Background: an optimization exercise with open tools, aiming at small area. Do not read the settings as production practice. RTL that was checked went through simulation tests only; none was proved equivalent to the original. Only the layout flow was run in runs 1 to 4; the RTL was not checked for function there. No activity file was given, so power comes from the tool's default toggle rates.

==> design.v <==
module mc_spe (
    input  wire        clk,
    input  wire        rst,
    input  wire        tick,
    input  wire [1:0]  cfg_label,
    input  wire        cfg_in4,
    input  wire        cfg_out4,
    input  wire        rx_valid,
    input  wire [7:0]  rx_data,
    output wire        tx_valid,
    output wire [7:0]  tx_data,
    input  wire        tx_fail,
    output wire        drain_req,
    input  wire        drain_done,
    input  wire        drain_ok,
    output wire        rts,
    output wire        dtr,
    output wire        dsr,
    output wire        st_valid,
    output wire [31:0] st_mem,
    output wire [31:0] st_route,
    output wire [3:0]  st_in,
    output wire [3:0]  st_out,
    output wire        st_power,
    input  wire        req_valid,
    input  wire [2:0]  req_len,
    input  wire [31:0] req_chars,
    output wire        req_accept,
    output wire        log_valid,
    output wire [2:0]  log_code,
    output wire        err_write,
    output wire        err_drain,
    output wire        err_qfull,
    output wire        cfg_fault
);
    reg top_q;       
    reg out4_q;
    reg fault_q;
    reg pend_q;      
    wire label_ok = cfg_label[1] ^ cfg_label[0];
    always @(posedge clk) begin
        if (rst) begin
            top_q   <= cfg_label[1];
            out4_q  <= cfg_out4;
            fault_q <= !label_ok;
        end
        pend_q <= rst && !label_ok;
    end
    wire active = !fault_q && !rst;
    reg  [3:0] rx_cnt;
    wire rx_en     = rx_valid && active;
    wire rx_marker = (rx_data == {6'b011000, top_q, !top_q});
    wire install   = rx_en && rx_marker && (rx_cnt == 4'd13);
    wire rx_wr     = rx_en && !rx_marker;
    always @(posedge clk) begin
        if (rst)
            rx_cnt <= 4'd15;
        else if (rx_en) begin
            if (rx_marker)
                rx_cnt <= 4'd0;
            else if (rx_cnt != 4'd15)
                rx_cnt <= rx_cnt + 4'd1;
        end
    end
    wire       rx_hi0 = (rx_data[7:4] == 4'd0);
    wire [7:0] rx_pn  = (rx_hi0 && rx_data[3:0] == 4'd8) ? 8'd4 :
                        (rx_hi0 && rx_data[3:0] == 4'd4) ? 8'd3 : rx_data;
    wire [7:0] rx_pnm = out4_q ? rx_pn : 8'd0;
    reg [7:0] sh_mem0, sh_mem1, sh_mem2, sh_mem3;
    reg [7:0] sh_rte0, sh_rte1, sh_rte2, sh_rte3;
    reg [7:0] sh_flags;
    reg       sh_power;
    always @(posedge clk) begin
        if (rx_wr) begin
            case (rx_cnt)
                4'd0: sh_mem0  <= rx_pn;
                4'd1: sh_mem1  <= rx_pn;
                4'd2: sh_mem2  <= rx_pnm;
                4'd3: sh_mem3  <= rx_pnm;
                4'd4: sh_rte0  <= rx_pn;
                4'd5: sh_rte1  <= rx_pn;
                4'd6: sh_rte2  <= rx_pnm;
                4'd7: sh_rte3  <= rx_pnm;
                4'd8: sh_flags <= {rx_data[7:4], out4_q ? rx_data[3:0] : 4'd0};
                4'd9: sh_power <= (rx_data != 8'd0);
                default: ;
            endcase
        end
    end
    reg        st_valid_q;
    reg [31:0] st_mem_q, st_route_q;
    reg [3:0]  st_in_q, st_out_q;
    reg        st_power_q;
    always @(posedge clk) begin
        if (rst) begin
            st_valid_q <= 1'b0;
            st_mem_q   <= 32'd0;
            st_route_q <= 32'd0;
            st_in_q    <= 4'd0;
            st_out_q   <= 4'd0;
            st_power_q <= 1'b0;
        end else if (install) begin
            st_valid_q <= 1'b1;
            st_mem_q   <= {sh_mem3, sh_mem2, sh_mem1, sh_mem0};
            st_route_q <= {sh_rte3, sh_rte2, sh_rte1, sh_rte0};
            st_in_q    <= {sh_flags[4], sh_flags[5], sh_flags[6], sh_flags[7]};
            st_out_q   <= {sh_flags[0], sh_flags[1], sh_flags[2], sh_flags[3]};
            st_power_q <= sh_power;
        end
    end
    assign st_valid = st_valid_q;
    assign st_mem   = st_mem_q;
    assign st_route = st_route_q;
    assign st_in    = st_in_q;
    assign st_out   = st_out_q;
    assign st_power = st_power_q;
    reg  [15:0] q_ent [0:3];
    reg  [1:0]  q_head;
    reg  [2:0]  q_count;
    wire q_full    = q_count[2];
    wire len_ok    = !(req_len[2] && (req_len[1] || req_len[0]));
    wire req_legal = req_valid && active && len_ok;
    wire push      = req_legal && !q_full;
    wire qfull_err = req_legal && q_full;
    assign req_accept = push;
    wire [3:0] in_len = {req_len[2],
                         req_len[2] || (req_len[1] && req_len[0]),
                         req_len[2] || req_len[1],
                         req_len != 3'd0};
    wire [15:0] new_ent;
    wire [3:0]  new_nz;
    genvar j;
    generate
        for (j = 0; j < 4; j = j + 1) begin : g_enc
            wire [7:0] c = req_chars[8*j +: 8];
            wire dig = in_len[j] && (c[7:4] == 4'h3) && (c[3:0] != 4'd0) &&
                       !(c[3] && (c[2] || c[1]));
            assign new_ent[4*j +: 4] = dig ? c[3:0] : 4'd0;
            assign new_nz[j] = dig;
        end
    endgenerate
    wire [1:0] q_tail = q_head + q_count[1:0];
    always @(posedge clk) begin
        if (push)
            q_ent[q_tail] <= new_ent;
    end
    wire [3:0] s_nz [0:3];
    wire [3:0] s_has;
    genvar s;
    generate
        for (s = 0; s < 4; s = s + 1) begin : g_slot
            for (j = 0; j < 4; j = j + 1) begin : g_nz
                assign s_nz[s][j] = (q_ent[s][4*j +: 4] != 4'd0);
            end
            assign s_has[s] = (s_nz[s] != 4'd0);
        end
    endgenerate
    wire new_has = (new_nz != 4'd0);
    wire [3:0] v_has;
    genvar k;
    generate
        for (k = 0; k < 4; k = k + 1) begin : g_view
            wire [1:0] slot = q_head + k;
            assign v_has[k] = (k < q_count) ? s_has[slot] :
                              (k == q_count) ? (push && new_has) : 1'b0;
        end
    endgenerate
    wire [1:0] pick    = v_has[0] ? 2'd0 : v_has[1] ? 2'd1 : v_has[2] ? 2'd2 : 2'd3;
    wire       pick_ok = (v_has != 4'd0);
    wire       pick_st = ({1'b0, pick} < q_count);
    wire [1:0] pick_slot = q_head + pick;
    wire [15:0] pick_ent = pick_st ? q_ent[pick_slot] : new_ent;
    wire [3:0]  pick_nz  = pick_st ? s_nz[pick_slot]  : new_nz;
    wire [1:0]  pick_idx = pick_nz[0] ? 2'd0 : pick_nz[1] ? 2'd1 : pick_nz[2] ? 2'd2 : 2'd3;
    wire [2:0]  v_count  = q_count + {2'd0, push};
    reg         busy;
    reg  [5:0]  pre;
    reg  [3:0]  ph;
    reg  [1:0]  idx;
    reg  [15:0] cur;
    reg         dd_q, dok_q;
    reg         err_write_q, err_drain_q, err_qfull_q;
    reg         log_valid_q;
    reg  [1:0]  log_c;
    wire seq_tick = tick && active;
    wire pre_end  = (pre == 6'd49);
    wire waiting  = (ph == 4'd15);
    wire drain_seen = dd_q || drain_done;
    wire drain_good = drain_done ? drain_ok : dok_q;
    wire step_end = seq_tick && busy && waiting && drain_seen;
    wire advance  = seq_tick && (!busy || (waiting && drain_seen));
    wire [3:0] cur_nz;
    wire [3:0] rem;
    generate
        for (j = 0; j < 4; j = j + 1) begin : g_cur
            assign cur_nz[j] = (cur[4*j +: 4] != 4'd0);
            assign rem[j]    = cur_nz[j] && (j > idx);
        end
    endgenerate
    wire       cont     = (rem != 4'd0);
    wire [1:0] cur_next = rem[1] ? 2'd1 : rem[2] ? 2'd2 : 2'd3;
    wire       take     = advance && !(step_end && cont);
    wire       start    = advance && ((step_end && cont) || pick_ok);
    wire [2:0] pop_n = take ? (pick_ok ? {1'b0, pick} + 3'd1 : v_count) : 3'd0;
    always @(posedge clk) begin
        if (rst) begin
            q_head  <= 2'd0;
            q_count <= 3'd0;
        end else begin
            q_head  <= q_head + pop_n[1:0];
            q_count <= v_count - pop_n;
        end
    end
    wire emit = seq_tick && busy && pre_end;
    assign tx_valid  = emit && ph[3] && (ph[2] ? (ph[1:0] == 2'd0) : (ph[1:0] != 2'd0));
    assign drain_req = emit && (ph == 4'd14);
    wire [3:0] dgt = cur[4*idx +: 4];
    wire [4:0] cmd = {1'b0, idx, 2'b00} + {1'b0, dgt} - 5'd1;
    assign tx_data = (ph[1:0] == 2'd1) ? {3'b000, cmd} :
                     (ph[1:0] == 2'd2) ? {3'b111, ~cmd} :
                     (ph[1:0] == 2'd3) ? 8'hD5 : 8'h7B;
    always @(posedge clk) begin
        if (rst)
            busy <= 1'b0;
        else if (advance)
            busy <= start;
        if (advance) begin
            pre <= 6'd0;
            ph  <= 4'd0;
        end else if (seq_tick && busy && !waiting) begin
            if (pre_end) begin
                pre <= 6'd0;
                ph  <= ph + 4'd1;
            end else begin
                pre <= pre + 6'd1;
            end
        end
        if (advance && step_end && cont)
            idx <= cur_next;
        else if (take && pick_ok) begin
            idx <= pick_idx;
            cur <= pick_ent;
        end
        dd_q <= !drain_req && (drain_done || dd_q);
        if (drain_done)
            dok_q <= drain_ok;
    end
    wire write_err = tx_valid && tx_fail;
    wire drain_err = step_end && !drain_good;
    always @(posedge clk) begin
        if (rst) begin
            err_write_q <= 1'b0;
            err_drain_q <= 1'b0;
            err_qfull_q <= 1'b0;
            log_valid_q <= 1'b0;
        end else begin
            if (write_err) err_write_q <= 1'b1;
            if (drain_err) err_drain_q <= 1'b1;
            if (qfull_err) err_qfull_q <= 1'b1;
            log_valid_q <= pend_q || write_err || drain_err || qfull_err;
        end
        log_c <= {drain_err || (qfull_err && !write_err),
                  write_err || (qfull_err && !drain_err)};
    end
    assign rts       = 1'b0;
    assign dtr       = !fault_q;
    assign dsr       = !fault_q;
    assign log_valid = log_valid_q;
    assign log_code  = {!(log_c[1] || log_c[0]), log_c};
    assign err_write = err_write_q;
    assign err_drain = err_drain_q;
    assign err_qfull = err_qfull_q;
    assign cfg_fault = fault_q;
endmodule
==> run.sh <==
#!/bin/bash
# synth_recipe.tcl (not shown) runs the flow's synth.tcl, then flattens the netlist and writes it again
# the make line also repeats each setting of config.mk as NAME=value (left out here)
make -C /OpenROAD-flow-scripts/flow DESIGN_CONFIG=/design/flow/config.mk WORK_HOME=/design/flow/orfs CLKGATE_MAP_FILE= SYNTH_SCRIPT=/design/flow/synth_recipe.tcl finish
==> config.mk <==
export PLATFORM = sky130hd
export DESIGN_NAME = mc_spe
export DESIGN_NICKNAME = mc_spe
export VERILOG_FILES = /design/flow/design.v
export SDC_FILE = /design/flow/constraint.sdc
export NUM_CORES = 4
export LEC_CHECK = 0
export CAP_MARGIN = 20
export CORE_MARGIN = 2
export CORE_UTILIZATION = 60
export CTS_BUF_LIST = sky130_fd_sc_hd__clkbuf_8
export CTS_CLUSTER_DIAMETER = 50
export CTS_CLUSTER_SIZE = 12
export PLACE_DENSITY = 0.7
export SLEW_MARGIN = 20
==> constraint.sdc <==
create_clock -name core_clock -period 10.0 [get_ports {clk}]
set_input_delay 2.0000 -clock core_clock [delete_from_list [all_inputs] [get_ports {clk}]]
set_output_delay 2.0000 -clock core_clock [all_outputs]
set_load 0.01 [all_outputs]
==> results.cfg, run 1 <==
[sta]
finalCriticalPeriod_ns = 6.305
setup_viol = 0
finalMaxSlewViolations = 0
setup_ws_ns = 3.695
relSlewSlack_pct = 40.08
period_share_pct = 63.05
hold_violations = 0
grt_setup_unrepaired = false
skew_ns = 0.02157
tightest_slew_ns = 0.8989
max_freq_mhz = 158.6
fin_setup_tns_ns = 0
hold_slack_ns = 0.4521

[cts]
clock_latency_ns = 0.54
hold_buffers = 0
postCtsResizedCells = 0
cts_sinks = 261
cts_setup_buffers = 0
path_clk_slew_ns = 0.08
cts_buffers = 27
cts_max_path_buffers = 3
cts_tree = yes
cts_root_buf = clkbuf_8
htree_levels = 1

[layout]
num_antenna_cells = 0
multi_input_area_mm2 = 0.004005
stdcell_count = 1313
ff_latch_area_mm2 = 0.006807
final_util_pct = 73.28
final_cell_area_mm2 = 0.01321
area_growth_pct = 19.34
nNetsFinal = 1146
nFillCells = 1317
drive_gt1_share_pct = 8.856

[power]
power_mw = 2.442
vdd_drop_max_mv = 0.1397
p_per_area_mw_per_mm2 = 184.9
p_leak_nw = 4.478

[worst_setup_path]
r2r_cells = 11
cp-start-kind = input port
path_class = input port to register
r2r-start = q_ent[1][4]
path_max_fanout = 23
cp-end-kind = register
cp_data_arrival_time_ns = 6.58
required_ns = 10.28
rrSetupSlack_ns = 4.97
r2r_end = cur[11]

[min_path]
hp-class = register to register
min_from = err_write_q
hold_end = err_write_q
holdPathStages = 2

[logic_synthesis]
synth_nets = 1009
avgSynthCellArea_um2 = 11.94
yosysSeqAreaShare_pct = 61.50
netlist.area_leader.share_pct = 42.87
synth_area_mm2 = 0.01107
yosys.area.top_type = edfxtp_1
synth_area_leaders = edfxtp_1, dfxtp_1, nand2_1
synth_ff_type = edfxtp_1
ys_types = 71
synth_cells = 927
yosys_warnings = 1
async_flop_share_pct = 0
synth-seq-cells = 261
synth_edf_count = 158

[global_route]
grt_max_degree = 75
grt-ovfl-total = 0
grt_antenna_before_repair = 0
grt_util_met2_pct = 43.85
grt_use_total_pct = 23.87
grt_pass1_wl_um = 37460
top_usage_layer = met2
grt_pass1_vias = 7217
grtUsageMet3_pct = 3.544
use_met1_pct = 30.02

[drt]
firstDrtPassIters = 4
viasPerCell = 5.665
ant_nets = 0
drt_iter0_markers = 427
drt_wl_total_um = 23250
drc = 0
via_count = 7438
drt-wirelength-per-cell_um = 17.71

[floorplanning]
ios = 151
core-area_mm2 = 0.01802
initial_core_util_pct = 61.40
die-area_mm2 = 0.01955
dieWidth_um = 139.8
dieHeight_um = 139.8
rows = 49

[place]
port_buffers = 148
routabilityCongestion = 0.8922
dp_hpwl_um = 16660
postPlaceCellArea_mm2 = 0.01271
preCtsSetupSlack_ns = 3.283
numPlacedInstances = 1264

[run]
max-cap-violations = 0

[run_status]
outcome = finished clean
## power by group
part	switching, mW	internal, mW	total [mW]
clock network	0.352	0.289	0.641
registers	0.0253	1.19	1.21
logic	0.296	0.291	0.587
total	0.673	1.77	2.44
## how the worst max path moves through the flow
stage | startpoint | to | cells past startpoint
detailed placement | req_len[1] | cur[11] | 14
global placement | req_len[1] | cur[11] | 14
global route | req_chars[9] | cur[11] | 15
finish | req_len[1] | cur[11] | 14
floorplan | req_chars[8] | cur[1] | 12
CTS | req_len[2] | cur[11] | 14
## critical path, stage by stage
cell             delay, ns
clkdlybuf4s50_1       0.47
o21ai_0               0.44
and4b_1               0.54
o41ai_4               0.20
nand2b_1              0.18
a31oi_1               0.16
o32ai_1               0.18
ha_1                  0.24
xor2_1                0.16
and3_1                0.29
nor2_4                0.56
xor2_1                0.27
nand3_2               0.40
mux2_1                0.48
## cell families (layout without fill, tap and decap cells)
| logic type | after synthesis | in the layout | synth area share [%] |
|---|---|---|---|
| adder cells (fa/ha/maj) | 27 | 27 | 3.188 |
| XOR/XNOR | 18 | 18 | 1.424 |
| multiplexers | 47 | 47 | 6.884 |
| AND/OR/NAND/NOR | 364 | 364 | 16.88 |
| AO/OA/AOI/OAI | 140 | 140 | 7.619 |
| buffers and inverters | 69 | 226 | 2.476 |
| other | 1 | 1 | 0.03388 |
| flip-flops | 261 | 261 | 61.50 |
## cell usage in the layout, fill, tap and decap left out, types with 3 or more instances in the layout
cell,count
xor2_1,8
nand2_1,166
and3_1,9
a21o_1,3
a21oi_1,92
or3_1,5
nor4_2,10
o21ai_0,14
nand3b_1,3
nand4_1,5
nand3_1,12
xnor2_1,10
clkdlybuf4s50_1,147
nor3_1,10
and2_1,38
a211oi_1,4
nor3b_1,5
buf_4,6
mux2i_1,6
nor2_1,44
inv_1,38
mux4_2,21
mux2_2,6
or2_2,5
clkbuf_8,28
dfxtp_1,103
nor2b_1,8
edfxtp_1,158
ha_1,25
mux2_1,13
o21bai_1,3
and4_1,6
nor4_1,18
## area by class of cell
cell class	instances	share of cell area, %
sequential	261	51.53
multi-input combinational	597	30.32
timing repair buffer	154	11.52
clock buffer	28	2.918
tap	229	2.169
clock inverter	21	0.8904
inverter	23	0.6536
## synthesized netlist by cell type (all sizes together), types with 8 or more instances
| master | n |
|---|---|
| and2 | 38 |
| edfxtp | 158 |
| nand3 | 13 |
| buf | 10 |
| dfxtp | 103 |
| xnor2 | 10 |
| a21oi | 93 |
| ha | 25 |
| clkbuf | 36 |
| nor4 | 28 |
| xor2 | 8 |
| mux4 | 21 |
| inv | 23 |
| mux2 | 20 |
| nand2 | 166 |
| nor2b | 8 |
| and3 | 9 |
| o21ai | 14 |
| nor2 | 46 |
| nor3 | 11 |
## registers in the layout, indices dropped and copies added, names as in the netlist, 6 cells and up
signal / cells
cur: 16
pre: 6
q_ent: 64
sh_flags: 8
sh_mem0: 8
sh_mem1: 8
sh_mem2: 8
sh_mem3: 8
sh_rte0: 8
sh_rte1: 8
sh_rte2: 8
sh_rte3: 8
st_mem_q: 32
st_route_q: 32
## per-layer routing
metal  routed length [um]  share of wire, %
met4                  351               1.5
met2                12340                53
met5                    0                 0
met3                 1225               5.3
met1                 9335                40
==> run 2, diff against run 1 <==
--- a/config.mk
+++ b/config.mk
@@ -9,7 +9,7 @@
 export CORE_MARGIN = 2
 export CORE_UTILIZATION = 60
 export CTS_BUF_LIST = sky130_fd_sc_hd__clkbuf_8
-export CTS_CLUSTER_DIAMETER = 50
-export CTS_CLUSTER_SIZE = 12
+export CTS_CLUSTER_DIAMETER = 80
+export CTS_CLUSTER_SIZE = 20
 export PLACE_DENSITY = 0.7
 export SLEW_MARGIN = 20
==> results.cfg, run 2 <==
[sta]
finalCriticalPeriod_ns = 6.267
max_freq_mhz = 159.6
finalMaxSlewViolations = 0
skew_ns = 0.01657
period_share_pct = 62.67
hold_violations = 0
setup_viol = 0
fin_setup_tns_ns = 0
grt_setup_unrepaired = false
relSlewSlack_pct = 39.95
tightest_slew_ns = 0.9008

[run]
max-cap-violations = 0

[drt]
via_count = 7364
viasPerCell = 5.695
ant_nets = 0
drt_wl_total_um = 22990
drc = 0
m1WireLength_um = 9115
highest_layer = met4
drt-wirelength-per-cell_um = 17.78
firstDrtPassIters = 4
drt_iter0_markers = 507
wl_met2_um = 12090
wl_met3_um = 1264

[logic_synthesis]
synth_edf_count = 158
synth_cells = 927
yosysMostFrequentCell = nand2_1
yosysSeqAreaShare_pct = 61.50
yosys.area.top_type = edfxtp_1
synth_nets = 1009
netlist.area_leader.share_pct = 42.87
async_flop_share_pct = 0
ys_types = 71
synth-seq-cells = 261
synth_area_leaders = edfxtp_1, dfxtp_1, nand2_1
synth_ff_type = edfxtp_1
synth_area_mm2 = 0.01107
avgSynthCellArea_um2 = 11.94
yosys_warnings = 1
ys_top_cells_by_count = nand2_1, edfxtp_1, dfxtp_1, a21oi_1, nor2_1

[floorplanning]
ios = 151
rows = 49
die-area_mm2 = 0.01955
core-area_mm2 = 0.01802
initial_core_util_pct = 61.40
dieHeight_um = 139.8
dieWidth_um = 139.8

[worst_setup_path]
required_ns = 10.27
r2r_end = cur[7]
path_cells = clkdlybuf4s50_1 -> o21ai_0 -> and4b_1 -> o41ai_4 -> nand2b_1 -> a31oi_1 -> o32ai_1 -> ha_1 -> xor2_1 -> and3_1 -> nor2_4 -> xor2_1 -> nand3_2 -> mux2_1
path_common_cell = xor2_1
path_max_fanout = 23
slowest_stage = nor2_4
critPathBufInv = 1
r2r-start = q_ent[2][4]
r2r_cells = 11
rrSetupSlack_ns = 4.96
cp_data_arrival_time_ns = 6.53
path_delay_family = simple AND/OR/NAND/NOR gates
cp-end-kind = register
path_class = input port to register
cp-start-kind = input port
cpPeakStageDelay_ns = 0.56

[place]
numPlacedInstances = 1264
routabilityCongestion = 0.8922
port_buffers = 148
dp_hpwl_um = 16660

[global_route]
grt_pass1_wl_um = 36860
grt_max_degree = 75
grt_use_total_pct = 23.53
grt-ovfl-total = 0
grt_antenna_before_repair = 0
grt_pass1_vias = 7110

[run_status]
outcome = finished clean

[cts]
cts_setup_buffers = 0
htree_levels = 1
clock_latency_ns = 0.52
path_clk_slew_ns = 0.12
cts_max_path_buffers = 3
postCtsResizedCells = 0
hold_buffers = 0
cts_root_buf = clkbuf_8
cts_tree = yes
cts_sinks = 261
cts_buffers = 17

[layout]
num_antenna_cells = 0
multi_input_area_mm2 = 0.004005
reg_top3 = q_ent x64, st_mem_q x32, st_route_q x32
area_growth_pct = 17.43
final_cell_mix = nand2_1, edfxtp_1, clkdlybuf4s50_1, dfxtp_1, a21oi_1
largest_register = q_ent
drive_gt1_share_pct = 7.801
layout_commonest_cell = nand2_1
ff_latch_area_mm2 = 0.006807
nNetsFinal = 1136
stdcell_count = 1293
nFillCells = 1329
largest_reg_flops = 64

[power]
power_mw = 2.293
p_leak_nw = 4.345
p_per_area_mw_per_mm2 = 176.4
vdd_drop_max_mv = 0.1492

[min_path]
holdPathStages = 2
hp-class = register to register
min_from = err_write_q
hold_end = err_write_q
## run 2: cell count changes in the layout (fill, tap and decap cells not counted), sizes merged
cell	before	now
bufinv	1	0
clkbuf	28	17
inv	40	35
clkinv	3	0
## run 2: worst max-delay path by stage
stage               slack, ns  depth (start not counted)    startpoint       to
finish                   3.73                         14    req_len[1]   cur[7]
global route             3.47                         15  req_chars[9]   cur[7]
CTS                      3.81                         14    req_len[1]   cur[7]
detailed placement       3.28                         14    req_len[1]  cur[11]
global placement         3.34                         14    req_len[1]  cur[11]
floorplan                4.19                         12  req_chars[8]   cur[1]
## run 2: where the power goes
part	internal [mW]	switching, mW	total [mW]
Sequential	1.19	0.0252	1.21
Clock	0.166	0.326	0.492
Combinational	0.291	0.296	0.587
## run 2: cells by family after synthesis
logic type,Yosys count,share of synthesized area (%)
xor gates and xnor gates,18,1.424
muxes,47,6.884
DFF,261,61.50
adders and majority gates,27,3.188
other,1,0.03388
buffers and inverters,69,2.476
and+or+nand+nor,364,16.88
AOI/OAI and AO/OA,140,7.619
## run 2: area by class of cell
cell class                 instances  area share (%)
inverter                          23          0.6642
multi-input combinational        597           30.81
timing repair buffer             154           11.71
sequential                       261           52.37
clock inverter                    12          0.4428
tap                              229           2.204
clock buffer                      17           1.800
## run 2: worst min-delay path, stage by stage, from the launching register on
cell and delay, ns:
dfxtp_1 0.33, inv_1 0.04, a21oi_1 0.05
## run 2: through the flow
stage	cell area, um2	setup WS [ns]	util, %	hold slack, ns
global placement	12710	3.341	70.49	0.4340
global route	13000	3.466	72.11	0.4722
CTS	13000	3.812	72.11	0.4614
floorplan	11070	4.185	-	0.4443
finish	13000	3.733	72.11	0.4571
detailed placement	12710	3.283	70.49	0.4438
## run 2: layer usage
metal / up-vias / GRT usage [%]
li1: 3600 / -
met1: 3479 / 29.67
met2: 238 / 42.95
met3: 47 / 2.925
met4: 0 / 6.368
met5: - / 0
==> run 3, diff against run 2 <==
--- a/config.mk
+++ b/config.mk
@@ -8,8 +8,8 @@
 export CAP_MARGIN = 20
 export CORE_MARGIN = 2
 export CORE_UTILIZATION = 60
-export CTS_BUF_LIST = sky130_fd_sc_hd__clkbuf_8
-export CTS_CLUSTER_DIAMETER = 80
-export CTS_CLUSTER_SIZE = 20
+export CTS_BUF_LIST = sky130_fd_sc_hd__clkbuf_4
+export CTS_CLUSTER_DIAMETER = 40
+export CTS_CLUSTER_SIZE = 8
 export PLACE_DENSITY = 0.7
 export SLEW_MARGIN = 20
==> results.cfg, run 3 <==
[logic_synthesis]
synth_area_leaders = edfxtp_1, dfxtp_1, nand2_1
ys_top_cells_by_count = nand2_1, edfxtp_1, dfxtp_1, a21oi_1, nor2_1
yosysMostFrequentCell = nand2_1
yosysSeqAreaShare_pct = 61.50
avgSynthCellArea_um2 = 11.94
synth_nets = 1009
synth_edf_count = 158
synth-seq-cells = 261
yosys_warnings = 1
synth_ff_type = edfxtp_1
synth_area_mm2 = 0.01107
async_flop_share_pct = 0
synth_cells = 927
netlist.area_leader.share_pct = 42.87
yosys.area.top_type = edfxtp_1
ys_types = 71

[cts]
cts_buffers = 41
hold_buffers = 0
cts_root_buf = clkbuf_4
cts_tree = yes
clock_latency_ns = 0.63
cts_sinks = 261
postCtsResizedCells = 0
cts_setup_buffers = 0
path_clk_slew_ns = 0.09
cts_max_path_buffers = 3
htree_levels = 2

[layout]
largest_register = q_ent
layout_commonest_cell = nand2_1
area_growth_pct = 19.33
largest_reg_flops = 64
drive_gt1_share_pct = 11.70
final_cell_mix = nand2_1, edfxtp_1, clkdlybuf4s50_1, dfxtp_1, a21oi_1
reg_top3 = q_ent x64, st_mem_q x32, st_route_q x32
stdcell_count = 1334
nNetsFinal = 1160

[power]
p_per_area_mw_per_mm2 = 185.0
vdd_drop_max_mv = 0.1339
clkPwrFrac_pct = 26.3
p_int_mw = 1.758
power_mw = 2.443
p_comb_share_pct = 24.0
p_switching_mw = 0.6849
switching_share_pct = 28.03
p_leak_nw = 4.461
p_seq_share_pct = 49.7

[drt]
drt_iter0_markers = 354
drt_wl_total_um = 23360
firstDrtPassIters = 5
viasPerCell = 5.633
drc = 0
ant_nets = 0
drt-wirelength-per-cell_um = 17.51
via_count = 7515

[sta]
grt_setup_unrepaired = false
max_freq_mhz = 162.0
skew_ns = 0.02843
fin_setup_tns_ns = 0
hold_violations = 0
tightest_slew_ns = 0.9051
setup_viol = 0
relSlewSlack_pct = 39.66
finalMaxSlewViolations = 0
finalCriticalPeriod_ns = 6.172
period_share_pct = 61.72
hold_slack_ns = 0.4516

[worst_setup_path]
r2r-start = q_ent[2][4]
cp-end-kind = register
r2r_end = cur[11]
path_max_fanout = 23
required_ns = 10.37
r2r_cells = 11
rrSetupSlack_ns = 4.99
path_class = input port to register
cp-start-kind = input port
cp_data_arrival_time_ns = 6.54

[min_path]
min_from = err_write_q
holdPathStages = 2
hp-class = register to register
hold_end = err_write_q

[run]
max-cap-violations = 0

[place]
port_buffers = 148
dp_hpwl_um = 16660
numPlacedInstances = 1264
routabilityCongestion = 0.8922

[global_route]
grt_pass1_wl_um = 37690
grt_use_total_pct = 24.16
grt-ovfl-total = 0
grt_antenna_before_repair = 1
grt_max_degree = 75
grt_pass1_vias = 7346

[floorplanning]
rows = 49
ios = 151
core-area_mm2 = 0.01802
initial_core_util_pct = 61.40
die-area_mm2 = 0.01955
dieHeight_um = 139.8
dieWidth_um = 139.8

[run_status]
outcome = finished clean
## run 3: cell counts after synthesis
No cell type changed its count.
## run 3: how the worst max path moves through the flow
stage,from,endpoint,slack (ns),cells after the start
2_1_floorplan,req_chars[8],cur[1],4.19,12
3_3_place_gp,req_len[1],cur[11],3.34,14
3_5_place_dp,req_len[1],cur[11],3.28,14
4_1_cts,req_len[2],cur[11],3.92,14
5_1_grt,req_chars[9],cur[11],3.57,15
6_report,req_len[1],cur[11],3.83,14
## run 3: cell families (layout without fill, tap and decap cells)
kind of cell / Yosys count / after routing / synth area share [%]
and+or+nand+nor: 364 / 364 / 16.88
xor gates and xnor gates: 18 / 18 / 1.424
other: 1 / 3 / 0.03388
AOI/OAI and AO/OA: 140 / 140 / 7.619
adders and majority gates: 27 / 27 / 3.188
muxes: 47 / 47 / 6.884
DFF: 261 / 261 / 61.50
buffers and inverters: 69 / 245 / 2.476
## run 3: per-stage QoR
step                      instance area (um2)  setup WS, ns  util, %
after floorplan                         11070         4.185        -
after global placement                  12710         3.341    70.49
after detailed placement                12710         3.283    70.49
after CTS                               13200         3.919    73.25
after global routing                    13210         3.568    73.28
final                                   13210         3.828    73.28
## run 3: layer usage
metal  vias to the layer above  wire length (um)  global-route usage, %
li1                       3683                 -                      -
met1                      3551              9359                  29.80
met2                       237             12360                  43.52
met3                        44              1110                  3.682
met4                         0               531                  8.211
met5                         -                 0                      0
## run 3: area by class of cell
class                           count  area (um2)
Fill cell                        1318        4817
Timing Repair Buffer              154        1521
Inverter                           23       86.33
Clock buffer                       60       450.4
Antenna cell                        2       5.005
Sequential cell                   261        6807
Tap cell                          229       286.5
Clock inverter                      8       46.29
Multi-Input combinational cell    597        4005
## run 3: worst max-delay path, cell delays in order
cell	delay, ns
clkdlybuf4s50_1	0.47
o21ai_0	0.43
and4b_1	0.55
o41ai_4	0.21
nand2b_1	0.19
a31oi_1	0.16
o32ai_1	0.18
ha_1	0.24
xor2_1	0.16
and3_1	0.29
nor2_4	0.56
xor2_1	0.25
nand3_2	0.39
mux2_1	0.48
## run 3: power by group through the flow
stage	Combinational, mW	Sequential [mW]	Clock (mW)
floorplan	0.467	1.22	0
CTS	0.584	1.21	0.659
global route	0.639	1.22	0.704
detailed placement	0.580	1.24	0
finish	0.587	1.21	0.642
global placement	0.566	1.24	0
==> run 4, diff against run 3 <==
==> flow/run.sh (new file) <==
#!/bin/bash
# The standard layout (standard synthesis unchanged), with the port buffers
# made from the smallest buffer cell instead of the one the resizer picks.
set -euo pipefail
bash standard.sh \
  "BUFFER_PORTS_ARGS=-buffer_cell sky130_fd_sc_hd__buf_1" \
  finish > standard_flow.log 2>&1
==> standard.sh (new file) <==
#!/bin/bash
# synth_recipe.tcl (not shown) runs the flow's synth.tcl, then flattens the netlist and writes it again
# the make line also repeats each setting of config.mk as NAME=value (left out here)
make -C /OpenROAD-flow-scripts/flow DESIGN_CONFIG=/design/flow/config.mk WORK_HOME=/design/flow/orfs CLKGATE_MAP_FILE= SYNTH_SCRIPT=/design/flow/synth_recipe.tcl "${@:-finish}"
--- a/config.mk
+++ b/config.mk
@@ -8,8 +8,5 @@
 export CAP_MARGIN = 20
 export CORE_MARGIN = 2
 export CORE_UTILIZATION = 60
-export CTS_BUF_LIST = sky130_fd_sc_hd__clkbuf_4
-export CTS_CLUSTER_DIAMETER = 40
-export CTS_CLUSTER_SIZE = 8
 export PLACE_DENSITY = 0.7
 export SLEW_MARGIN = 20
removed: run.sh
==> results.cfg, run 4 <==
[logic_synthesis]
synth_top_family_by_area = simple AND/OR/NAND/NOR gates
synth_nets = 1009
async_flop_share_pct = 0
yosysSeqAreaShare_pct = 61.50
avgSynthCellArea_um2 = 11.94
synthXorXnorAreaFrac_pct = 1.424
yosysMostFrequentCell = nand2_1
synth_area_leaders = edfxtp_1, dfxtp_1, nand2_1
netlist.area_leader.share_pct = 42.87
synth_edf_count = 158
muxShareOfSynthArea_pct = 6.884
synth_area_mm2 = 0.01107
synth-compound-area-share_pct = 7.619
synth_fa_ha_area_share_pct = 3.188
ys_types = 71
synth_ff_type = edfxtp_1
ys_top_cells_by_count = nand2_1, edfxtp_1, dfxtp_1, a21oi_1, nor2_1
yosys.area.top_type = edfxtp_1
yosys_warnings = 1
synth-seq-cells = 261
synth_cells = 927
yosys.area_share.simple_pct = 16.88

[sta]
setup_viol = 0
hold_violations = 0
max_freq_mhz = 161.0
grt_setup_unrepaired = false
fin_setup_tns_ns = 0
finalCriticalPeriod_ns = 6.211
finalMaxSlewViolations = 0
tightest_slew_ns = 0.9731
skew_ns = 0.01931
period_share_pct = 62.11
relSlewSlack_pct = 35.13

[cts]
path_clk_slew_ns = 0.06
hold_buffers = 0
clock_latency_ns = 0.53
cts_setup_buffers = 0
htree_levels = 1
cts_root_buf = clkbuf_16
cts_max_path_buffers = 3
cts_tree = yes
cts_sinks = 261
postCtsResizedCells = 0
cts_buffers = 26

[worst_setup_path]
cp-start-kind = input port
path_class = input port to register
critPathBufInv = 2
path_max_fanout = 94
rrSetupSlack_ns = 4.91
cp-end-kind = register
r2r_cells = 11
path_cells = buf_2 -> buf_4 -> nor2_2 -> and4b_1 -> o41ai_4 -> nand2b_1 -> a31oi_1 -> o32ai_1 -> ha_1 -> xor2_1 -> and3_1 -> nor2_4 -> xor2_1 -> nand3_2 -> mux2_1
critPathCapture = cur[4]
path_delay_family = simple AND/OR/NAND/NOR gates
cp_num_cells = 15
path_common_cell = xor2_1
required_ns = 10.26
r2r_end = cur[4]
slowest_stage = nor2_4
crit_start = rst
r2r-start = q_ent[1][5]
cpPeakStageDelay_ns = 0.58
cp_data_arrival_time_ns = 6.47

[layout]
drive_gt1_share_pct = 9.418
ff_latch_area_mm2 = 0.006807
nFillCells = 1336
multi_input_area_mm2 = 0.003999
final_cell_mix = nand2_1, edfxtp_1, buf_1, dfxtp_1, a21oi_1
largest_register = q_ent
stdcell_count = 1312
largest_reg_flops = 64
nNetsFinal = 1145
layout_commonest_cell = nand2_1
reg_top3 = q_ent x64, st_mem_q x32, st_route_q x32
num_antenna_cells = 0
area_growth_pct = 13.96

[run]
max-cap-violations = 0

[floorplanning]
core-area_mm2 = 0.01802
dieHeight_um = 139.8
rows = 49
die-area_mm2 = 0.01955
initial_core_util_pct = 61.40
dieWidth_um = 139.8
ios = 151

[place]
numPlacedInstances = 1264
port_buffers = 148
routabilityCongestion = 0.8314
dp_hpwl_um = 15870

[global_route]
grt_antenna_before_repair = 0
grt_use_total_pct = 23.16
grt_max_degree = 95
grt-ovfl-total = 0
grt_pass1_vias = 7206
grt_pass1_wl_um = 36550

[min_path]
hp-class = register to register

[drt]
via_count = 7451
drt-wirelength-per-cell_um = 17.40
drt_iter0_markers = 357
firstDrtPassIters = 5
drc = 0
drt_wl_total_um = 22830
ant_nets = 0
viasPerCell = 5.679

[power]
p_per_area_mw_per_mm2 = 215.4
p_leak_nw = 4.197
vdd_drop_max_mv = 0.1636

[run_status]
outcome = finished clean
## run 4: per-stage QoR
stage | cell area [um2] | worst slack, ns | total power, mW | utilization (%) | hold slack, ns
global route | 12610 | 3.522 | 2.831 | 69.98 | 0.4751
global placement | 11780 | 3.388 | 1.790 | 65.35 | 0.4375
detailed placement | 11780 | 3.365 | 1.797 | 65.35 | 0.4452
finish | 12610 | 3.789 | 2.717 | 69.98 | 0.4498
floorplan | 11070 | 4.185 | 1.692 | - | 0.4443
CTS | 12610 | 3.851 | 2.736 | 69.98 | 0.4536
## run 4: layout make-up
cell class	instances	area share (%)
Multi-Input combinational cell	597	31.70
Clock buffer	36	5.942
Inverter	23	0.6845
Clock inverter	12	0.6646
Tap cell	229	2.272
Timing Repair Buffer	154	4.771
Sequential cell	261	53.96
## run 4: logic make-up after synthesis
logic type | Yosys count
flops | 261
other cells | 1
mux | 47
xor+xnor | 18
simple gates | 364
compound gates | 140
fa+ha+maj | 27
buf+inv | 69
## run 4: worst min-delay path by stage
stage / startpoint / endpoint / slack (ns) / cells past startpoint
final: st_mem_q[13] / st_mem_q[13] / 0.45 / 2
after global routing: st_mem_q[13] / st_mem_q[13] / 0.48 / 2
after CTS: st_mem_q[13] / st_mem_q[13] / 0.45 / 2
after detailed placement: st_mem_q[13] / st_mem_q[13] / 0.45 / 2
after global placement: err_write_q / err_write_q / 0.44 / 2
after floorplan: dd_q / dd_q / 0.44 / 2
## run 4: worst reg2reg max path, cell delays in order, from the launching register on
cell and delay, ns:
edfxtp_1 0.42, nor4_1 0.78, nand4_1 0.17, mux4_2 0.56, o32ai_1 0.58, ha_1 0.27, xor2_1 0.09, and3_1 0.30
nor2_4 0.58, xor2_1 0.24, nand3_2 0.39, mux2_1 0.48
## run 4: report_power, final
group          internal (mW)  total (mW)  switching, mW  leakage [nW]
sequential              1.19        1.22         0.0252          2.26
clock                  0.548       0.934          0.386         0.412
combinational          0.275       0.568          0.293          1.53
total                   2.01        2.72          0.705          4.20
## run 4: routing by layer
metal	vias to the layer above	wire length, um	global-route usage (%)
met5	-	0	0
met1	3574	9506	29.34
met2	215	11630	40.67
met3	43	1055	3.372
met4	0	640	8.526
li1	3619	-	-
==> run 5, diff against run 4 <==
--- a/design.v
+++ b/design.v
@@ -73,16 +73,16 @@
     always @(posedge clk) begin
         if (rx_wr) begin
             case (rx_cnt)
-                4'd0: sh_mem0  <= rx_pn;
-                4'd1: sh_mem1  <= rx_pn;
-                4'd2: sh_mem2  <= rx_pnm;
-                4'd3: sh_mem3  <= rx_pnm;
-                4'd4: sh_rte0  <= rx_pn;
-                4'd5: sh_rte1  <= rx_pn;
-                4'd6: sh_rte2  <= rx_pnm;
-                4'd7: sh_rte3  <= rx_pnm;
-                4'd8: sh_flags <= {rx_data[7:4], out4_q ? rx_data[3:0] : 4'd0};
-                4'd9: sh_power <= (rx_data != 8'd0);
+                4'd0: sh_mem0  <= ~rx_pn;
+                4'd1: sh_mem1  <= ~rx_pn;
+                4'd2: sh_mem2  <= ~rx_pnm;
+                4'd3: sh_mem3  <= ~rx_pnm;
+                4'd4: sh_rte0  <= ~rx_pn;
+                4'd5: sh_rte1  <= ~rx_pn;
+                4'd6: sh_rte2  <= ~rx_pnm;
+                4'd7: sh_rte3  <= ~rx_pnm;
+                4'd8: sh_flags <= ~{rx_data[7:4], out4_q ? rx_data[3:0] : 4'd0};
+                4'd9: sh_power <= (rx_data == 8'd0);
                 default: ;
             endcase
         end
@@ -101,11 +101,11 @@
             st_power_q <= 1'b0;
         end else if (install) begin
             st_valid_q <= 1'b1;
-            st_mem_q   <= {sh_mem3, sh_mem2, sh_mem1, sh_mem0};
-            st_route_q <= {sh_rte3, sh_rte2, sh_rte1, sh_rte0};
-            st_in_q    <= {sh_flags[4], sh_flags[5], sh_flags[6], sh_flags[7]};
-            st_out_q   <= {sh_flags[0], sh_flags[1], sh_flags[2], sh_flags[3]};
-            st_power_q <= sh_power;
+            st_mem_q   <= ~{sh_mem3, sh_mem2, sh_mem1, sh_mem0};
+            st_route_q <= ~{sh_rte3, sh_rte2, sh_rte1, sh_rte0};
+            st_in_q    <= ~{sh_flags[4], sh_flags[5], sh_flags[6], sh_flags[7]};
+            st_out_q   <= ~{sh_flags[0], sh_flags[1], sh_flags[2], sh_flags[3]};
+            st_power_q <= !sh_power;
         end
     end
     assign st_valid = st_valid_q;
@@ -142,7 +142,7 @@
     wire [1:0] q_tail = q_head + q_count[1:0];
     always @(posedge clk) begin
         if (push)
-            q_ent[q_tail] <= new_ent;
+            q_ent[q_tail] <= ~new_ent;
     end
     wire [3:0] s_nz [0:3];
     wire [3:0] s_has;
@@ -150,7 +150,7 @@
     generate
         for (s = 0; s < 4; s = s + 1) begin : g_slot
             for (j = 0; j < 4; j = j + 1) begin : g_nz
-                assign s_nz[s][j] = (q_ent[s][4*j +: 4] != 4'd0);
+                assign s_nz[s][j] = (q_ent[s][4*j +: 4] != 4'hF);
             end
             assign s_has[s] = (s_nz[s] != 4'd0);
         end
@@ -167,13 +167,9 @@
     endgenerate
     wire [1:0] pick    = v_has[0] ? 2'd0 : v_has[1] ? 2'd1 : v_has[2] ? 2'd2 : 2'd3;
     wire       pick_ok = (v_has != 4'd0);
-    wire       pick_st = ({1'b0, pick} < q_count);
-    wire [1:0] pick_slot = q_head + pick;
-    wire [15:0] pick_ent = pick_st ? q_ent[pick_slot] : new_ent;
-    wire [3:0]  pick_nz  = pick_st ? s_nz[pick_slot]  : new_nz;
-    wire [1:0]  pick_idx = pick_nz[0] ? 2'd0 : pick_nz[1] ? 2'd1 : pick_nz[2] ? 2'd2 : 2'd3;
     wire [2:0]  v_count  = q_count + {2'd0, push};
     reg         busy;
+    reg         load;
     reg  [5:0]  pre;
     reg  [3:0]  ph;
     reg  [1:0]  idx;
@@ -189,33 +185,25 @@
     wire drain_good = drain_done ? drain_ok : dok_q;
     wire step_end = seq_tick && busy && waiting && drain_seen;
     wire advance  = seq_tick && (!busy || (waiting && drain_seen));
-    wire [3:0] cur_nz;
-    wire [3:0] rem;
-    generate
-        for (j = 0; j < 4; j = j + 1) begin : g_cur
-            assign cur_nz[j] = (cur[4*j +: 4] != 4'd0);
-            assign rem[j]    = cur_nz[j] && (j > idx);
-        end
-    endgenerate
-    wire       cont     = (rem != 4'd0);
-    wire [1:0] cur_next = rem[1] ? 2'd1 : rem[2] ? 2'd2 : 2'd3;
-    wire       take     = advance && !(step_end && cont);
-    wire       start    = advance && ((step_end && cont) || pick_ok);
-    wire [2:0] pop_n = take ? (pick_ok ? {1'b0, pick} + 3'd1 : v_count) : 3'd0;
+    wire cont  = step_end && (cur[15:4] != 12'd0);
+    wire take  = advance && !cont;
+    wire shift = cont || (busy && !load && (cur[3:0] == 4'd0));
     always @(posedge clk) begin
         if (rst) begin
             q_head  <= 2'd0;
             q_count <= 3'd0;
+        end else if (take) begin
+            q_head  <= q_head + pick + 2'd1;
+            q_count <= pick_ok ? v_count - {1'b0, pick} - 3'd1 : 3'd0;
         end else begin
-            q_head  <= q_head + pop_n[1:0];
-            q_count <= v_count - pop_n;
-        end
-    end
+            q_count <= v_count;
+        end
+    end
+    wire [1:0] q_prev = q_head - 2'd1;
     wire emit = seq_tick && busy && pre_end;
     assign tx_valid  = emit && ph[3] && (ph[2] ? (ph[1:0] == 2'd0) : (ph[1:0] != 2'd0));
     assign drain_req = emit && (ph == 4'd14);
-    wire [3:0] dgt = cur[4*idx +: 4];
-    wire [4:0] cmd = {1'b0, idx, 2'b00} + {1'b0, dgt} - 5'd1;
+    wire [4:0] cmd = {1'b0, idx, 2'b00} + {1'b0, cur[3:0]} - 5'd1;
     assign tx_data = (ph[1:0] == 2'd1) ? {3'b000, cmd} :
                      (ph[1:0] == 2'd2) ? {3'b111, ~cmd} :
                      (ph[1:0] == 2'd3) ? 8'hD5 : 8'h7B;
@@ -223,7 +211,8 @@
         if (rst)
             busy <= 1'b0;
         else if (advance)
-            busy <= start;
+            busy <= cont || pick_ok;
+        load <= take && pick_ok;
         if (advance) begin
             pre <= 6'd0;
             ph  <= 4'd0;
@@ -235,11 +224,12 @@
                 pre <= pre + 6'd1;
             end
         end
-        if (advance && step_end && cont)
-            idx <= cur_next;
-        else if (take && pick_ok) begin
-            idx <= pick_idx;
-            cur <= pick_ent;
+        if (load) begin
+            cur <= ~q_ent[q_prev];
+            idx <= 2'd0;
+        end else if (shift) begin
+            cur <= {4'd0, cur[15:4]};
+            idx <= idx + 2'd1;
         end
         dd_q <= !drain_req && (drain_done || dd_q);
         if (drain_done)
--- a/config.mk
+++ b/config.mk
@@ -8,5 +8,8 @@
 export CAP_MARGIN = 20
 export CORE_MARGIN = 2
 export CORE_UTILIZATION = 60
+export CTS_BUF_LIST = sky130_fd_sc_hd__clkbuf_8
+export CTS_CLUSTER_DIAMETER = 70
+export CTS_CLUSTER_SIZE = 18
 export PLACE_DENSITY = 0.7
 export SLEW_MARGIN = 20
==> results.cfg, run 5 <==
[run_status]
outcome = finished clean

[floorplanning]
dieHeight_um = 136.0
rows = 48
ios = 151
initial_core_util_pct = 60.82
core-area_mm2 = 0.01718
dieWidth_um = 136.0
die-area_mm2 = 0.01848

[logic_synthesis]
async_flop_share_pct = 0
ys_top_cells_by_count = edfxtp_1, nor2_1, dfxtp_1, a211oi_1, nand2_1
ys_types = 71
synth_area_leaders = edfxtp_1, dfxtp_1, a211oi_1
synth_nets = 903
yosys.area.top_type = edfxtp_1
netlist.area_leader.share_pct = 44.84
synth_area_mm2 = 0.01045
synth-seq-cells = 262
yosysMostFrequentCell = edfxtp_1
synth_ff_type = edfxtp_1
synth_edf_count = 156
yosysSeqAreaShare_pct = 65.15
avgSynthCellArea_um2 = 12.68
yosys_warnings = 1
synth_cells = 824

[global_route]
grt_pass1_vias = 6526
grt_pass1_wl_um = 33420
grt_antenna_before_repair = 0
grt_max_degree = 95
grt_use_total_pct = 23.11
grt-ovfl-total = 0

[power]
clkPwrFrac_pct = 28.1
p_switching_mw = 0.4055
p_seq_share_pct = 65.2
power_mw = 1.785
p_int_mw = 1.379
p_comb_share_pct = 6.7
p_leak_nw = 3.838
p_per_area_mw_per_mm2 = 155.3
switching_share_pct = 22.72
vdd_drop_max_mv = 0.1177

[sta]
grt_setup_unrepaired = false
period_share_pct = 58.47
fin_setup_tns_ns = 0
finalCriticalPeriod_ns = 5.847
hold_slack_ns = 0.4257
skew_ns = 0.02290
setup_viol = 0
tightest_slew_ns = 0.9766
hold_violations = 0
finalMaxSlewViolations = 0
max_freq_mhz = 171.0
relSlewSlack_pct = 34.89

[worst_setup_path]
r2r_cells = 10
r2r_end = q_count[1]
cp_data_arrival_time_ns = 3.85
r2r-start = q_ent[1][13]
path_class = input port to primary output
rrSetupSlack_ns = 6.94
path_max_fanout = 94
cpPeakStageDelay_ns = 0.62
path_cells = buf_2 -> buf_4 -> nor2_1 -> nand4_1 -> inv_2 -> buf_1
critPathBufInv = 4
cp-end-kind = primary output
cp-start-kind = input port
path_delay_family = simple AND/OR/NAND/NOR gates
slowest_stage = nor2_1
required_ns = 8.00

[layout]
nNetsFinal = 1038
area_growth_pct = 9.988
largest_register = q_ent
nFillCells = 1348
largest_reg_flops = 64
final_cell_area_mm2 = 0.01149
drive_gt1_share_pct = 7.003
num_antenna_cells = 0
layout_commonest_cell = edfxtp_1
final_cell_mix = edfxtp_1, buf_1, nor2_1, dfxtp_1, a211oi_1
reg_top3 = q_ent x64, st_mem_q x32, st_route_q x32

[drt]
via_count = 6908
drt_wl_total_um = 21780
viasPerCell = 5.776
drt-wirelength-per-cell_um = 18.21
drc = 0
firstDrtPassIters = 5
ant_nets = 0
drt_iter0_markers = 581

[cts]
path_clk_slew_ns = 0.11
cts_root_buf = clkbuf_8
cts_max_path_buffers = 3
cts_sinks = 262
cts_buffers = 18
cts_tree = yes
clock_latency_ns = 0.54
postCtsResizedCells = 0
cts_setup_buffers = 0
hold_buffers = 0
htree_levels = 1

[min_path]
hold_end = st_mem_q[1]
hp-class = register to register
min_from = sh_mem0[1]
holdPathStages = 1

[place]
routabilityCongestion = 0.8254
dp_hpwl_um = 15360
port_buffers = 148
postPlaceCellArea_mm2 = 0.01118

[run]
max-cap-violations = 0
[run 5: worst reg2reg max path, cell delays in order, from the launching register on]
cell and delay (ns):
edfxtp_1 0.39, nand4_1 0.12, nor4_1 0.67, o22ai_1 0.23, or2_0 0.29, o22a_1 0.21, o21ai_1 0.20, ha_1 0.20
fa_1 0.41, nand3_1 0.10, a21oi_1 0.08
[run 5: kinds of logic after synthesis]
family	synth area share (%)
xor+xnor	1.509
flops	65.15
compound gates	9.617
fa+ha+maj	3.018
other cells	0.03589
simple gates	13.50
mux	4.287
buf+inv	2.886
[run 5: final cells by class]
class / instances / area, um2 / share of cell area, %
Sequential cell: 262 / 6807 / 59.23
Multi-Input combinational cell: 491 / 3354 / 29.19
Timing Repair Buffer: 157 / 624.3 / 5.433
Tap cell: 225 / 281.5 / 2.450
Clock buffer: 19 / 261.5 / 2.276
Inverter: 29 / 108.9 / 0.9473
Clock inverter: 13 / 53.80 / 0.4682
[run 5: worst max path at each step]
stage / from / to / slack, ns / cells past startpoint
final: rst / req_accept / 4.15 / 6
after floorplan: rst / drain_req / 5.03 / 5
after detailed placement: rst / req_accept / 4.17 / 6
after CTS: rst / tx_valid / 4.16 / 7
after global placement: rst / req_accept / 4.23 / 6
after global routing: rst / tx_valid / 3.96 / 7
[run 5: per-layer routing]
metal / vias to the layer above / track usage [%] / part of all wire [%]
li1: 3296 / - / -
met1: 3308 / 31.91 / 43
met2: 272 / 38.52 / 48
met3: 32 / 4.101 / 7.2
met4: 0 / 5.613 / 1.7
met5: - / 0 / 0
[run 5: power groups by stage]
stage,Sequential [mW],Combinational [mW],Clock [mW]
floorplan,1.18,0.0838,0
global placement,1.19,0.113,0
detailed placement,1.19,0.119,0
CTS,1.16,0.120,0.508
global route,1.17,0.134,0.545
finish,1.16,0.120,0.501
[run 5: stage by stage]
stage	worst slack, ns	util, %	instances
after detailed placement	4.170	65.06	1164
after global routing	3.964	66.90	1196
after floorplan	5.027	-	824
final	4.153	66.90	1196
after global placement	4.229	65.06	1164
after CTS	4.158	66.90	1196
==> run 6, diff against run 5 <==
--- a/config.mk
+++ b/config.mk
@@ -9,7 +9,7 @@
 export CORE_MARGIN = 2
 export CORE_UTILIZATION = 60
 export CTS_BUF_LIST = sky130_fd_sc_hd__clkbuf_8
-export CTS_CLUSTER_DIAMETER = 70
-export CTS_CLUSTER_SIZE = 18
+export CTS_CLUSTER_DIAMETER = 60
+export CTS_CLUSTER_SIZE = 16
 export PLACE_DENSITY = 0.7
 export SLEW_MARGIN = 20
==> results.cfg, run 6 <==
[cts]
cts_setup_buffers = 0
cts_buffers = 20
clock_latency_ns = 0.54
postCtsResizedCells = 0
cts_tree = yes
cts_max_path_buffers = 3
path_clk_slew_ns = 0.10
hold_buffers = 0
cts_sinks = 262
cts_root_buf = clkbuf_8
htree_levels = 1

[worst_setup_path]
critPathCapture = req_accept
r2r_cells = 10
r2r-start = q_ent[1][1]
cp_data_arrival_time_ns = 3.81
path_class = input port to primary output
cp-end-kind = primary output
cp-start-kind = input port
cpPeakStageDelay_ns = 0.59
path_max_fanout = 94
slowest_stage = nor2_1
critPathBufInv = 4
r2r_end = q_count[1]
crit_start = rst
required_ns = 8.00
rrSetupSlack_ns = 6.90
path_delay_family = buffers and inverters
cp_num_cells = 6
path_cells = buf_2 -> buf_4 -> nor2_1 -> nand4_1 -> inv_2 -> buf_1

[layout]
largest_register = q_ent
final_util_pct = 67.20
final_cell_area_mm2 = 0.01154
num_antenna_cells = 0
drive_gt1_share_pct = 7.187
final_cell_mix = edfxtp_1, buf_1, nor2_1, dfxtp_1, a211oi_1
nNetsFinal = 1040
largest_reg_flops = 64
stdcell_count = 1199
area_growth_pct = 10.48
layout_commonest_cell = edfxtp_1
reg_top3 = q_ent x64, st_mem_q x32, st_route_q x32

[logic_synthesis]
netlist.area_leader.share_pct = 44.84
yosys_warnings = 1
ys_top_cells_by_count = edfxtp_1, nor2_1, dfxtp_1, a211oi_1, nand2_1
synth_edf_count = 156
async_flop_share_pct = 0
synth_nets = 903
synth-seq-cells = 262
yosys.area.top_type = edfxtp_1
synth_ff_type = edfxtp_1
synth_area_mm2 = 0.01045
synth_area_leaders = edfxtp_1, dfxtp_1, a211oi_1
ys_types = 71
avgSynthCellArea_um2 = 12.68
yosysMostFrequentCell = edfxtp_1
yosysSeqAreaShare_pct = 65.15
synth_cells = 824

[power]
p_leak_nw = 3.865
vdd_drop_max_mv = 0.1143
p_per_area_mw_per_mm2 = 158.4

[floorplanning]
ios = 151
dieHeight_um = 136.0
core-area_mm2 = 0.01718
dieWidth_um = 136.0
initial_core_util_pct = 60.82
rows = 48
die-area_mm2 = 0.01848

[sta]
skew_ns = 0.02396
tightest_slew_ns = 0.9739
grt_setup_unrepaired = false
relSlewSlack_pct = 35.07
finalCriticalPeriod_ns = 5.810
hold_slack_ns = 0.4252
setup_viol = 0
period_share_pct = 58.10
finalMaxSlewViolations = 0
max_freq_mhz = 172.1
fin_setup_tns_ns = 0
hold_violations = 0

[min_path]
hp-class = register to register

[place]
port_buffers = 148
postPlaceCellArea_mm2 = 0.01118
numPlacedInstances = 1164
dp_hpwl_um = 15360
routabilityCongestion = 0.8254

[drt]
drt-wirelength-per-cell_um = 18.06
firstDrtPassIters = 5
wl_met3_um = 1498
highest_layer = met4
ant_nets = 0
drt_wl_total_um = 21660
drt_iter0_markers = 610
via_count = 6896
wl_met2_um = 10350
drc = 0
m1WireLength_um = 9456
viasPerCell = 5.751

[global_route]
grt_max_degree = 95
grt_pass1_vias = 6561
grt_antenna_before_repair = 0
grt_pass1_wl_um = 33400
grt_use_total_pct = 23.11
grt-ovfl-total = 0

[run]
max-cap-violations = 0

[run_status]
outcome = finished clean
==> run 6: layer usage <==
layer	vias up	track usage, %
met2	256	38.44
met1	3299	32.09
li1	3303	-
met3	38	4.027
met5	-	0
met4	0	5.440
==> run 6: worst min-delay path by stage <==
stage / start / endpoint / slack, ns / cells past startpoint
6_report: sh_flags[3] / st_out_q[0] / 0.43 / 1
5_1_grt: sh_mem0[5] / st_mem_q[5] / 0.44 / 1
4_1_cts: sh_flags[3] / st_out_q[0] / 0.42 / 1
3_5_place_dp: sh_mem0[1] / st_mem_q[1] / 0.41 / 1
3_3_place_gp: sh_rte3[6] / st_route_q[30] / 0.41 / 1
2_1_floorplan: sh_flags[7] / st_in_q[0] / 0.41 / 1
==> run 6: per-stage QoR <==
| stage | power, mW | worst slack [ns] |
|---|---|---|
| after CTS | 1.841 | 4.176 |
| after global placement | 1.300 | 4.229 |
| final | 1.829 | 4.190 |
| after global routing | 1.892 | 3.991 |
| after detailed placement | 1.308 | 4.170 |
| after floorplan | 1.268 | 5.027 |
==> run 6: logic make-up after synthesis <==
logic type / share of synthesized area [%]
AND/OR/NAND/NOR: 13.50
flip-flops: 65.15
AO/OA/AOI/OAI: 9.617
buffers and inverters: 2.886
adder cells (fa/ha/maj): 3.018
multiplexers: 4.287
XOR/XNOR: 1.509
other: 0.03589
==> run 6: power breakdown <==
part | switching (mW) | total (mW) | internal [mW]
clock | 0.328 | 0.545 | 0.217
combinational | 0.0731 | 0.120 | 0.0470
sequential | 0.0112 | 1.16 | 1.15
total | 0.412 | 1.83 | 1.42
==> run 6: area by class of cell <==
cell class,instances,area (um2)
sequential,262,6807
fill,1341,5634
multi-input combinational,491,3354
timing repair buffer,157,624.3
tap,225,281.5
clock buffer,20,275.3
inverter,29,108.9
clock inverter,15,91.34
==> run 7, diff against run 6 <==
==> flow/run.sh (replaced) <==
#!/bin/bash
# The standard layout (standard synthesis unchanged), with the port buffers
# made from the smallest buffer cell instead of the one the resizer picks,
# and clock tree synthesis without dummy loads.
set -euo pipefail
bash standard.sh \
  "BUFFER_PORTS_ARGS=-buffer_cell sky130_fd_sc_hd__buf_1" \
  "CTS_ARGS=-sink_clustering_enable -repair_clock_nets -sink_clustering_size 16 -sink_clustering_max_diameter 60 -buf_list sky130_fd_sc_hd__clkbuf_8 -dont_use_dummy_load" \
  "RECOVER_POWER=100" \
  finish > standard_flow.log 2>&1
==> results.cfg, run 7 <==
[power]
p_seq_share_pct = 65.9
p_comb_share_pct = 6.7
switching_share_pct = 21.97
p_switching_mw = 0.3883
p_int_mw = 1.379
p_per_area_mw_per_mm2 = 155.3
p_leak_nw = 3.732
power_mw = 1.767
clkPwrFrac_pct = 27.5
vdd_drop_max_mv = 0.1070

[min_path]
holdPathStages = 1
hold_end = st_out_q[0]
min_from = sh_flags[3]
hp-class = register to register

[global_route]
grt_max_degree = 95
grt_antenna_before_repair = 0
grt_pass1_vias = 6540
grt-ovfl-total = 0
grt_pass1_wl_um = 33240
grt_use_total_pct = 23.01

[logic_synthesis]
async_flop_share_pct = 0
synth_area_mm2 = 0.01045
synth_nets = 903
synth-seq-cells = 262
synthXorXnorAreaFrac_pct = 1.509
avgSynthCellArea_um2 = 12.68
synth_fa_ha_area_share_pct = 3.018
yosys_warnings = 1
muxShareOfSynthArea_pct = 4.287
ys_types = 71
synth-compound-area-share_pct = 9.617
yosys.area.top_type = edfxtp_1
yosysSeqAreaShare_pct = 65.15
yosys.area_share.simple_pct = 13.50
synth_ff_type = edfxtp_1
yosysMostFrequentCell = edfxtp_1
synth_top_family_by_area = simple AND/OR/NAND/NOR gates
synth_cells = 824
synth_area_leaders = edfxtp_1, dfxtp_1, a211oi_1
netlist.area_leader.share_pct = 44.84
ys_top_cells_by_count = edfxtp_1, nor2_1, dfxtp_1, a211oi_1, nand2_1
synth_edf_count = 156

[drt]
firstDrtPassIters = 4
ant_nets = 0
drt-wirelength-per-cell_um = 18.19
drc = 0
drt_iter0_markers = 528
drt_wl_total_um = 21540
viasPerCell = 5.781
via_count = 6845

[cts]
cts_tree = yes
cts_sinks = 262
hold_buffers = 0
clock_latency_ns = 0.54
cts_max_path_buffers = 3
cts_buffers = 20
cts_root_buf = clkbuf_8
path_clk_slew_ns = 0.10
htree_levels = 1
cts_setup_buffers = 0
postCtsResizedCells = 0

[floorplanning]
dieWidth_um = 136.0
ios = 151
die-area_mm2 = 0.01848
core-area_mm2 = 0.01718
dieHeight_um = 136.0
rows = 48
initial_core_util_pct = 60.82

[sta]
finalMaxSlewViolations = 175
max_freq_mhz = 161.2
hold_slack_ns = 0.4230
hold_violations = 0
finalCriticalPeriod_ns = 6.205
skew_ns = 0.06835
relSlewSlack_pct = -123.0
setup_viol = 0
period_share_pct = 62.05
grt_setup_unrepaired = false
tightest_slew_ns = 3.345
fin_setup_tns_ns = 0

[worst_setup_path]
cp_data_arrival_time_ns = 6.58
r2r-start = fault_q
r2r_cells = 6
path_max_fanout = 94
cp-end-kind = register
path_class = input port to register
rrSetupSlack_ns = 5.44
r2r_end = st_route_q[31]
required_ns = 10.38
cp-start-kind = input port

[layout]
num_antenna_cells = 0
reg_top3 = q_ent x64, st_mem_q x32, st_route_q x32
largest_register = q_ent
drive_gt1_share_pct = 5.005
largest_reg_flops = 64
nNetsFinal = 1040
final_cell_mix = edfxtp_1, buf_1, nor2_1, dfxtp_1, a211oi_1
area_growth_pct = 8.910
layout_commonest_cell = edfxtp_1

[run_status]
violatedChecks = max-capacitance violations, max-slew violations
outcome = failed layout checks

[place]
routabilityCongestion = 0.8254
dp_hpwl_um = 15360
port_buffers = 148

[run]
max-cap-violations = 3
-- run 7: kinds of logic after synthesis --
| kind of cell | count (synthesis) |
|---|---|
| buffers and inverters | 71 |
| adder cells (fa/ha/maj) | 24 |
| AO/OA/AOI/OAI | 142 |
| XOR/XNOR | 18 |
| other | 1 |
| multiplexers | 24 |
| flip-flops | 262 |
| AND/OR/NAND/NOR | 282 |
-- run 7: worst max path at each step --
| stage | startpoint | endpoint | slack [ns] | cells after the start |
|---|---|---|---|---|
| floorplan | rst | drain_req | 5.03 | 5 |
| global placement | rst | req_accept | 4.23 | 6 |
| detailed placement | rst | req_accept | 4.17 | 6 |
| CTS | rst | req_accept | 4.17 | 6 |
| global route | rst | st_route_q[31] | 3.27 | 8 |
| finish | rst | st_route_q[31] | 3.80 | 8 |
-- run 7: critical path, stage by stage --
cell and delay (ns):
buf_2 0.10, buf_4 0.39, nor2_1 0.60, nand2_1 0.21, nor3_1 0.28, clkbuf_1 2.38
nor2_1 0.18, a211oi_1 0.37
-- run 7: area by class of cell --
class	count	area (um2)
Multi-Input combinational cell	491	3308
Inverter	29	108.9
Fill cell	1371	5798
Tap cell	225	281.5
Sequential cell	262	6807
Clock buffer	20	275.3
Timing Repair Buffer	157	598.1
-- run 7: per-stage QoR --
step	std cells	cell area [um2]	setup WS (ns)	util, %
after floorplan	824	10450	5.027	-
after global placement	1164	11180	4.229	65.06
after detailed placement	1164	11180	4.170	65.06
after CTS	1184	11450	4.174	66.67
after global routing	1184	11380	3.270	66.24
final	1184	11380	3.795	66.24
-- run 7: power groups by stage --
stage               Sequential [mW]  Combinational, mW  Clock (mW)
finish                         1.16              0.118       0.486
floorplan                      1.18             0.0838           0
global route                   1.17              0.132       0.533
detailed placement             1.19              0.119           0
CTS                            1.16              0.120       0.498
global placement               1.19              0.113           0
-- run 7: layer usage --
metal  track usage [%]  wire length (um)
met5                 0                 0
met4             5.498               338
met3             3.840              1403
met2             38.13             10300
met1             32.16              9491

[static timing again, ports no longer ideal]
In the flow no input, the clock included, has a driving cell. The finished layouts below were timed again as built, in two steps. Step 1 (the two cells are an assumption about what drives the block):
set clk [get_ports {clk}]
set_driving_cell -lib_cell sky130_fd_sc_hd__clkbuf_16 $clk
set_driving_cell -lib_cell sky130_fd_sc_hd__buf_2 [delete_from_list [all_inputs] $clk]
Step 2 moves the port delays by t, midway between the first and last clock arrival at a register: inputs arrive t later, outputs are due t later. That takes back most of the time a late clock gives input paths. a / b / c = ideal / step 1 / step 2; a / b = the first two.
| run | shift t [ns] | setup WS [ns] | clock arrival spread, ns |
|---|---|---|---|
| run 1 | 0.571 | 3.695 / 3.715 / 3.144 | 0.022 / 0.022 |
| run 2 | 0.555 | 3.733 / 3.753 / 3.197 | 0.016 / 0.017 |
| run 3 | 0.659 | 3.828 / 3.848 / 3.189 | 0.031 / 0.031 |
| run 4 | 0.562 | 3.789 / 3.813 / 3.251 | 0.020 / 0.020 |
| run 5 | 0.565 | 4.153 / 4.135 / 4.135 | 0.024 / 0.024 |
| run 6 | 0.568 | 4.190 / 4.172 / 4.172 | 0.024 / 0.025 |
| run 7 | 0.541 | 3.795 / 3.816 / 3.274 | 0.069 / 0.069 |
For run 3, which loses most, drivers alone change the setup slack by +0.020 ns; drivers and shift together by -0.639 ns.
